From an optimization exercise on the open Yosys and OpenROAD flow, aimed at small area, a short achievable clock period and few clock cycles per item; shortcuts taken in it are not production practice. The RTL was checked by simulation tests, not by an equivalence proof against the original design.

==> flow/design.v <==
module lotus_wlim (
    input  wire [3:0] j,
    input  wire [3:0] t,
    output reg  [6:0] wlim
);
    integer i;
    reg [6:0] b;
    always @(*) begin
        b = (j >= 4'd6) ? 7'd64 : (7'd1 << j);
        for (i = 1; i <= 15; i = i + 1) begin
            if (i <= t) begin
                if (b >= 7'd6) b = 7'd64;
                else           b = (7'd2 << b) - 7'd4;
            end
        end
        wlim = b;
    end
endmodule
module lotus_encpay (
    input  wire [63:0] value,
    output reg  [6:0]  width,
    output wire [63:0] payload
);
    wire [64:0] m  = {1'b0, value} + 65'd1;
    wire [65:0] m2 = {1'b0, m} + 66'd2;
    integer i;
    always @(*) begin
        width = 7'd1;
        for (i = 1; i <= 64; i = i + 1)
            if (m2[i]) width = i[6:0];
    end
    wire [65:0] start = (66'd1 << width) - 66'd2;
    wire [65:0] diff  = {1'b0, m} - start;
    assign payload = diff[63:0];
endmodule
module lotus_decpay (
    input  wire [63:0] field,
    input  wire [6:0]  width,
    output wire [64:0] value,
    output wire        m_zero
);
    wire [65:0] start = (66'd1 << width) - 66'd2;
    wire [65:0] m     = start + {2'b0, field};
    wire [65:0] v     = m - 66'd1;
    assign m_zero = (m == 66'd0);
    assign value  = v[64:0];
endmodule
module lotus_bitwriter (
    input  wire         clk,
    input  wire         clear,
    input  wire         en,
    input  wire [63:0]  val,
    input  wire [6:0]   wid,
    output wire [127:0] code_next,
    output wire [7:0]   pos_next
);
    reg [127:0] code;
    reg [7:0]   pos;
    wire [63:0]  mask    = (wid >= 7'd64) ? {64{1'b1}} : ((64'd1 << wid) - 64'd1);
    wire [127:0] aligned = {val & mask, 64'd0} << (7'd64 - wid);
    wire [127:0] placed  = aligned >> pos;
    assign code_next = en ? (code | placed) : code;
    assign pos_next  = en ? (pos + {1'b0, wid}) : pos;
    always @(posedge clk) begin
        if (clear) begin
            code <= 128'd0;
            pos  <= 8'd0;
        end else begin
            code <= code_next;
            pos  <= pos_next;
        end
    end
endmodule
module lotus_bitreader (
    input  wire         clk,
    input  wire         clear,
    input  wire         en,
    input  wire [127:0] data,
    input  wire [7:0]   nbits,
    input  wire [6:0]   wid,
    output wire [63:0]  val,
    output wire         eof,
    output wire [7:0]   pos
);
    reg [7:0] cursor;
    wire [127:0] window = data << cursor;
    assign val = window[127:64] >> (7'd64 - wid);
    assign eof = ({1'b0, cursor} + {2'b0, wid}) > {1'b0, nbits};
    assign pos = cursor;
    always @(posedge clk) begin
        if (clear)
            cursor <= 8'd0;
        else if (en && !eof)
            cursor <= cursor + {1'b0, wid};
    end
endmodule
module lotus_codec (
    input  wire         clk,
    input  wire         rst,
    input  wire         in_valid,
    output wire         in_ready,
    input  wire         in_op,
    input  wire [3:0]   in_j,
    input  wire [3:0]   in_t,
    input  wire [63:0]  in_value,
    input  wire [127:0] in_data,
    input  wire [4:0]   in_len,
    output wire         out_valid,
    input  wire         out_ready,
    output reg  [2:0]   out_status,
    output reg  [63:0]  out_value,
    output reg  [127:0] out_code,
    output reg  [7:0]   out_bits
);
    localparam [2:0] ST_OK     = 3'd0,
                     ST_INVAL  = 3'd1,
                     ST_JSOVF  = 3'd2,
                     ST_TOOBIG = 3'd3,
                     ST_EOF    = 3'd4;
    localparam [3:0] S_IDLE     = 4'd0,
                     S_ENC_PAY  = 4'd1,
                     S_ENC_TIER = 4'd2,
                     S_ENC_JS   = 4'd3,
                     S_ENC_WT   = 4'd4,
                     S_ENC_WP   = 4'd5,
                     S_DEC_JS   = 4'd6,
                     S_DEC_TIER = 4'd7,
                     S_DEC_PAY  = 4'd8,
                     S_DONE     = 4'd9;
    reg [3:0]   state;
    reg [3:0]   j;
    reg [3:0]   t;
    reg [63:0]  value;
    reg [127:0] data;
    reg [7:0]   nbits;      
    reg [3:0]   k;          
    reg [6:0]   cur;        
    reg [6:0]   pw;         
    reg [63:0]  payload;    
    reg [6:0]   ch_w [0:15];
    reg [5:0]   ch_p [0:15];
    assign in_ready  = (state == S_IDLE);
    assign out_valid = (state == S_DONE);
    wire cfg_ok = (in_j >= 4'd1) && (in_j <= 4'd8) && (in_t >= 4'd1);
    wire [6:0] wlim;
    lotus_wlim u_wlim (.j(j), .t(t), .wlim(wlim));
    reg  [63:0] pc_in;
    wire [6:0]  pc_width;
    wire [63:0] pc_payload;
    lotus_encpay u_encpay (.value(pc_in), .width(pc_width), .payload(pc_payload));
    always @(*) begin
        if (state == S_ENC_PAY) pc_in = value;
        else                    pc_in = {57'd0, cur};
    end
    reg         wr_en;
    reg  [63:0] wr_val;
    reg  [6:0]  wr_wid;
    wire [127:0] wr_code_next;
    wire [7:0]   wr_pos_next;
    lotus_bitwriter u_writer (
        .clk(clk), .clear(state == S_IDLE), .en(wr_en),
        .val(wr_val), .wid(wr_wid), .code_next(wr_code_next), .pos_next(wr_pos_next)
    );
    always @(*) begin
        wr_en  = 1'b0;
        wr_val = 64'd0;
        wr_wid = 7'd0;
        case (state)
            S_ENC_JS: begin
                wr_en  = 1'b1;
                wr_val = {57'd0, cur - 7'd1};
                wr_wid = {3'd0, j};
            end
            S_ENC_WT: begin
                wr_en  = 1'b1;
                wr_val = {58'd0, ch_p[k]};
                wr_wid = ch_w[k];
            end
            S_ENC_WP: begin
                wr_en  = 1'b1;
                wr_val = payload;
                wr_wid = pw;
            end
            default: ;
        endcase
    end
    reg  [6:0]  rd_wid;
    wire [63:0] rd_val;
    wire        rd_eof;
    wire [7:0]  rd_pos;
    reg         rd_en;
    lotus_bitreader u_reader (
        .clk(clk), .clear(state == S_IDLE), .en(rd_en),
        .data(data), .nbits(nbits), .wid(rd_wid),
        .val(rd_val), .eof(rd_eof), .pos(rd_pos)
    );
    always @(*) begin
        rd_en  = 1'b0;
        rd_wid = 7'd0;
        case (state)
            S_DEC_JS:   begin rd_en = 1'b1; rd_wid = {3'd0, j}; end
            S_DEC_TIER: begin rd_en = 1'b1; rd_wid = cur;       end
            S_DEC_PAY:  begin rd_en = 1'b1; rd_wid = pw;        end
            default: ;
        endcase
    end
    wire [64:0] dp_value;
    wire        dp_zero;
    lotus_decpay u_decpay (.field(rd_val), .width(rd_wid), .value(dp_value), .m_zero(dp_zero));
    task finish;
        input [2:0] status;
        begin
            out_status <= status;
            state      <= S_DONE;
        end
    endtask
    always @(posedge clk) begin
        if (rst) begin
            state      <= S_IDLE;
            out_status <= ST_OK;
            out_value  <= 64'd0;
            out_code   <= 128'd0;
            out_bits   <= 8'd0;
        end else begin
            case (state)
                S_IDLE: begin
                    if (in_valid) begin
                        j         <= in_j;
                        t         <= in_t;
                        value     <= in_value;
                        data      <= in_data;
                        nbits     <= {in_len, 3'b000};
                        out_value <= 64'd0;
                        out_code  <= 128'd0;
                        out_bits  <= 8'd0;
                        if (!cfg_ok)       finish(ST_INVAL);
                        else if (in_op)    state <= S_DEC_JS;
                        else               state <= S_ENC_PAY;
                    end
                end
                S_ENC_PAY: begin
                    pw      <= pc_width;
                    payload <= pc_payload;
                    if (pc_width > wlim) begin
                        finish(ST_TOOBIG);
                    end else begin
                        cur   <= pc_width;
                        k     <= 4'd1;
                        state <= S_ENC_TIER;
                    end
                end
                S_ENC_TIER: begin
                    ch_w[k] <= pc_width;
                    ch_p[k] <= pc_payload[5:0];
                    cur     <= pc_width;
                    k       <= k + 4'd1;
                    if (k == t) state <= S_ENC_JS;
                end
                S_ENC_JS: begin
                    if (cur == 7'd0 || {2'b0, cur} > (9'd1 << j)) begin
                        finish(ST_JSOVF);
                    end else begin
                        k     <= t;
                        state <= S_ENC_WT;
                    end
                end
                S_ENC_WT: begin
                    k <= k - 4'd1;
                    if (k == 4'd1) state <= S_ENC_WP;
                end
                S_ENC_WP: begin
                    out_code <= wr_code_next;
                    out_bits <= wr_pos_next;
                    finish(ST_OK);
                end
                S_DEC_JS: begin
                    if (rd_eof) begin
                        finish(ST_EOF);
                    end else if ({1'b0, rd_val[7:0]} + 9'd1 > {2'b0, wlim}) begin
                        finish(ST_TOOBIG);
                    end else begin
                        cur   <= rd_val[6:0] + 7'd1;
                        k     <= t;
                        state <= S_DEC_TIER;
                    end
                end
                S_DEC_TIER: begin
                    if (rd_eof) begin
                        finish(ST_EOF);
                    end else if (dp_zero || dp_value == 65'd0) begin
                        finish(ST_INVAL);
                    end else if (dp_value > {58'd0, wlim}) begin
                        finish(ST_TOOBIG);
                    end else begin
                        k <= k - 4'd1;
                        if (k == 4'd1) begin
                            pw    <= dp_value[6:0];
                            state <= S_DEC_PAY;
                        end else begin
                            cur <= dp_value[6:0];
                        end
                    end
                end
                S_DEC_PAY: begin
                    if (rd_eof) begin
                        finish(ST_EOF);
                    end else if (dp_zero) begin
                        finish(ST_INVAL);
                    end else if (dp_value[64]) begin
                        finish(ST_TOOBIG);
                    end else begin
                        out_value <= dp_value[63:0];
                        out_bits  <= rd_pos + {1'b0, pw};
                        finish(ST_OK);
                    end
                end
                S_DONE: begin
                    if (out_ready) state <= S_IDLE;
                end
                default: state <= S_IDLE;
            endcase
        end
    end
endmodule
==> flow/run.sh <==
#!/bin/bash
# synth_recipe.tcl (not shown) runs the flow's synth.tcl, then flattens the netlist and writes it again
# the make line also repeats each setting of config.mk as NAME=value (left out here)
make -C /OpenROAD-flow-scripts/flow DESIGN_CONFIG=/design/flow/config.mk WORK_HOME=/design/flow/orfs CLKGATE_MAP_FILE= SYNTH_SCRIPT=/design/flow/synth_recipe.tcl finish
==> flow/config.mk <==
export PLATFORM = sky130hd
export DESIGN_NAME = lotus_codec
export DESIGN_NICKNAME = lotus_codec
export VERILOG_FILES = /design/flow/design.v
export SDC_FILE = /design/flow/constraint.sdc
export NUM_CORES = 4
export LEC_CHECK = 0
export CAP_MARGIN = 20
export CORE_MARGIN = 2
export CORE_UTILIZATION = 40
export SLEW_MARGIN = 20
==> flow/constraint.sdc <==
create_clock -name core_clock -period 13.0 [get_ports {clk}]
set_input_delay 2.6000 -clock core_clock [delete_from_list [all_inputs] [get_ports {clk}]]
set_output_delay 2.6000 -clock core_clock [all_outputs]
set_load 0.01 [all_outputs]
==> impl_table.tex <==
\begin{tabular}{lr}
\hline
Metric & Value \\
\hline
\multicolumn{2}{l}{\textbf{Global routing}} \\
\quad Met3 demand-to-capacity share in global routing & 7.246\% \\
\quad Busiest grt layer & met2 \\
\quad Vias in the first global route & 80.41k \\
\quad First-pass GRT wire length & 584300 um \\
\quad Global-route met2 utilization & 59.79\% \\
\quad Number of antenna violations at the first check in global routing & 11 \\
\quad Largest net degree at the start of global routing & 93 \\
\quad Global-route total usage across every layer & 38.40\% \\
\quad GR met1 Demand/Resource & 49.65\% \\
\quad Total grt overflow & 0 \\
\multicolumn{2}{l}{\textbf{STA}} \\
\quad Peak Freq & 79.92 MHz \\
\quad Final slew viol count & 0 \\
\quad Setup repair after global routing missed its margin & no \\
\quad Max Clock Skew & 0.07600 ns \\
\quad Max-slew headroom at the worst pin & 13.44\% \\
\quad Final Hold Vio Count & 0 \\
\quad Final number of setup-violating endpoints & 0 \\
\quad Post-route fraction of the period consumed by the critical path & 96.25\% \\
\quad Minimum clock period after layout & 12.51 ns \\
\quad Setup tns final & 0 ns \\
\quad Worst Slack Setup Final & 0.4877 ns \\
\quad Least-Margin Pin Slew & 1.285 ns \\
\multicolumn{2}{l}{\textbf{Synth}} \\
\quad Fraction of registers with async set/reset & 0\% \\
\quad Gate Count Post-Synth & 9359 \\
\quad Total of flip-flops plus latches after synthesis & 850 \\
\quad Warnings from Yosys & 5 \\
\quad Distinct cell type count after synthesis & 139 \\
\quad Dominant synthesized flop cell & sky130\_fd\_sc\_hd\_\_edfxtp\_1 \\
\quad Sequential element share of the synthesized area & 27.05\% \\
\quad Syn avg cell area & 8.680 um2 \\
\quad Mapped Area & 81230 um2 \\
\quad Post-synthesis net count & 9919 \\
\quad Post-synth EDFFs & 495 \\
\multicolumn{2}{l}{\textbf{Layout}} \\
\quad Final Util & 47.21\% \\
\quad Layout overhead on the synthesized area & 17.45\% \\
\quad Area taken by multi-input logic gates & 55590 um2 \\
\quad Area of all placed cells without fillers & 95410 um2 \\
\quad Commonest non-fill, non-tap cell in the layout & sky130\_fd\_sc\_hd\_\_nand2\_1 \\
\quad FILL cells & 19.56k \\
\quad Final layout net count & 10.55k \\
\quad Leading cell types in the layout, fill and taps excluded & sky130\_fd\_sc\_hd\_\_nand2\_1 (1002), sky130\_fd\_sc\_hd\_\_nor2\_1 (901), sky130\_fd\_sc\_hd\_\_buf\_4 (759) \\
\quad FF+latch area & 22000 um2 \\
\quad Ratio of cells with drive above 1 in the final layout & 16.53\% \\
\multicolumn{2}{l}{\textbf{Floorplanning}} \\
\quad Starting density of the core & 40.19\% \\
\quad Die area & 206700 um2 \\
\quad Horizontal extent of the die & 454.7 um \\
\quad Number of top-level pins & 415 \\
\quad Area of the placeable core & 202100 um2 \\
\quad Die height & 454.7 um \\
\quad Num rows & 165 \\
\multicolumn{2}{l}{\textbf{Worst hold path}} \\
\quad Worst hold stages & 2 \\
\quad Path category of the worst min-delay check & reg -> reg \\
\quad Hold worst-path end & u\_writer.code[28] \\
\quad Min-delay src & u\_writer.code[28] \\
\multicolumn{2}{l}{\textbf{Job}} \\
\quad Number of max-cap violations & 0 \\
\multicolumn{2}{l}{\textbf{Place}} \\
\quad HPWL after detailed placement & 324300 um \\
\quad Final estimated routing congestion in global placement & 1.040 \\
\quad Total of buffers placed on input and output ports & 414 \\
\quad Instance area after placement & 92140 um2 \\
\quad Pre-CTS setup slack & 0.03432 ns \\
\multicolumn{2}{l}{\textbf{Setup path}} \\
\quad Arrival time worst endpoint & 13.15 ns \\
\quad Data required time at the worst endpoint & 13.64 ns \\
\quad Slowest cell on the critical path & sky130\_fd\_sc\_hd\_\_or4b\_1 \\
\quad Buf/Inv on CP & 8 \\
\quad Gate family responsible for the most delay along the worst path & simple AND/OR/NAND/NOR gates \\
\quad Startpoint type of the worst setup path & flop \\
\quad Worst stage delay on the critical path & 0.76 ns \\
\quad Crit path top cell by count & sky130\_fd\_sc\_hd\_\_buf\_4 \\
\quad Crit end category & flop \\
\quad Classification of the worst setup path & reg -> reg \\
\quad RR Startpoint & state[0] \\
\quad WP depth & 41 \\
\quad Reg-to-reg slack, setup & 0.49 ns \\
\quad Max FO, Critical Path & 26 \\
\quad Worst reg2reg path depth & 41 \\
\multicolumn{2}{l}{\textbf{Clock network}} \\
\quad Number of H-tree levels & 3 \\
\quad Number of buffers inserted by hold repair at cts & 0 \\
\quad TritonCTS clock tree & yes \\
\quad Number of buffers between clock root and the deepest sink & 3 \\
\quad Worst-skew pair later-pin latency & 0.80 ns \\
\quad Root Buffer & sky130\_fd\_sc\_hd\_\_clkbuf\_16 \\
\quad Total clock sinks & 850 \\
\quad Total clock buffers created by CTS & 94 \\
\quad Worst-path clk slew & 0.06 ns \\
\multicolumn{2}{l}{\textbf{Detailed routing}} \\
\quad DRT antenna net count & 0 \\
\quad WL per Instance & 32.29 um \\
\quad Iteration-0 DRC Markers & 12.10k \\
\quad DR pass1 iterations & 7 \\
\quad Vias/cell & 6.747 \\
\quad Remaining design rule violation count & 0 \\
\quad Via count & 86.00k \\
\quad Wire length after detailed routing & 411600 um \\
\multicolumn{2}{l}{\textbf{Outcome}} \\
\quad Outcome & complete, no violations \\
\hline
\end{tabular}
worst max path at each step:
stage,start,to
floorplan,rst,data[0]
global placement,cur[4],payload[62]
detailed placement,u_reader.cursor[0],flop
CTS,u_reader.cursor[0],flop
global route,state[0],flop
finish,state[0],flop
flip-flops by register name, indices dropped and copies added, names as in the netlist, named ones only:
signal and count:
cur 7, u_writer.pos 8, data 128, payload 64
out_status 3, k 4, u_writer.code 128, ch_p 96
t 4, out_value 64, nbits 5, state 4
u_reader.cursor 8, pw 7, j 4, out_bits 8
ch_w 112, out_code 128, value 64
repair_timing:
item                                    4_1_cts  5_1_grt
endpoints found under the setup margin        0       30
setup buffers                                 0        4
endpoints found under the hold margin         0        0
resized for setup                             0       15
worst register-to-register path, delay by kind of cell (launching register included):
| kind | cells | cell delay (ns) |
|---|---|---|
| fa+ha+maj | 3 | 1.11 |
| mux | 3 | 1.26 |
| simple gates | 12 | 4.02 |
| buf+inv | 8 | 1.55 |
| flops | 1 | 0.47 |
| compound gates | 15 | 3.99 |
layer usage:
| metal | routed length (um) | vias to the layer above | part of all wire, % |
|---|---|---|---|
| met2 | 181800 | 5302 | 44 |
| met1 | 162000 | 42126 | 39 |
| met5 | 83 | - | 0.020 |
| li1 | - | 37525 | - |
| met4 | 28840 | 12 | 7.0 |
| met3 | 38880 | 1035 | 9.4 |
final cells by class:
class                      count  area share, %
sequential                   850          23.06
clock buffer                 129          2.677
clock inverter                45         0.5298
multi-input combinational   7540          58.27
antenna                        2       0.005246
tap                         2672          3.504
inverter                     317          1.255
timing repair buffer        1191          10.70
synthesized netlist by cell type, drive strengths merged (81+ instances only):
library cell,instances,area share (%)
nand2b,81,0.62
nand4,112,0.86
clkbuf,427,2.0
and2,125,0.97
mux2i,240,3.0
nand3,297,1.8
o21ai,466,2.9
a21oi,533,3.3
o22ai,92,0.71
nor4,100,0.90
nor2,931,4.3
ha,345,5.3
and3,97,0.75
a31oi,106,0.86
nand2,1005,4.6
nor3,274,1.7
xnor2,198,2.2
buf,224,1.6
o31ai,85,0.80
xor2,97,1.0
mux2,104,1.4
a211oi,149,1.4
o211ai,114,1.1
dfxtp,355,8.7
mux4,376,10
a21o,151,1.4
a22oi,155,1.4
inv,308,1.4
edfxtp,495,18
through the flow:
step	instances	hold WS (ns)
floorplan	9359	0.4210
global placement	12563	0.4308
detailed placement	12565	0.4379
CTS	12739	0.4454
global route	12746	0.4603
finish	12746	0.4450
kinds of logic after synthesis:
logic type / count (synthesis) / synth area share (%)
flip-flops: 850 / 27.05
AO/OA/AOI/OAI: 2809 / 24.61
XOR/XNOR: 295 / 3.199
other: 1 / 0.004616
multiplexers: 720 / 14.86
AND/OR/NAND/NOR: 3364 / 19.78
buffers and inverters: 969 / 5.061
adder cells (fa/ha/maj): 351 / 5.449
Testbench counts, summed over its fixed seeds: cycles 38,088, items 4,800.

==> afterwards: timing with drivers on the ports <==
No port has a modelled driver above. Below, the same layout with a new extraction and two added sets of constraints. Step 1, drivers: a clkbuf_16 drives clk and a buf_2 each remaining input, both assumed. Step 2 also shifts input and output timing later by t, the mid clock arrival at the registers, as if the neighbouring blocks saw the same clock. Slacks: ideal / step 1 / step 2; pairs: ideal / step 1.
t (ns): 0.857
slack for setup (ns): 0.488 / 0.488 / 0.488
worst setup path after step 2: register to register
After both steps this run still meets setup and hold. The setup slack of this run moves by 0.000 ns with the drivers and by 0.000 ns with both steps.
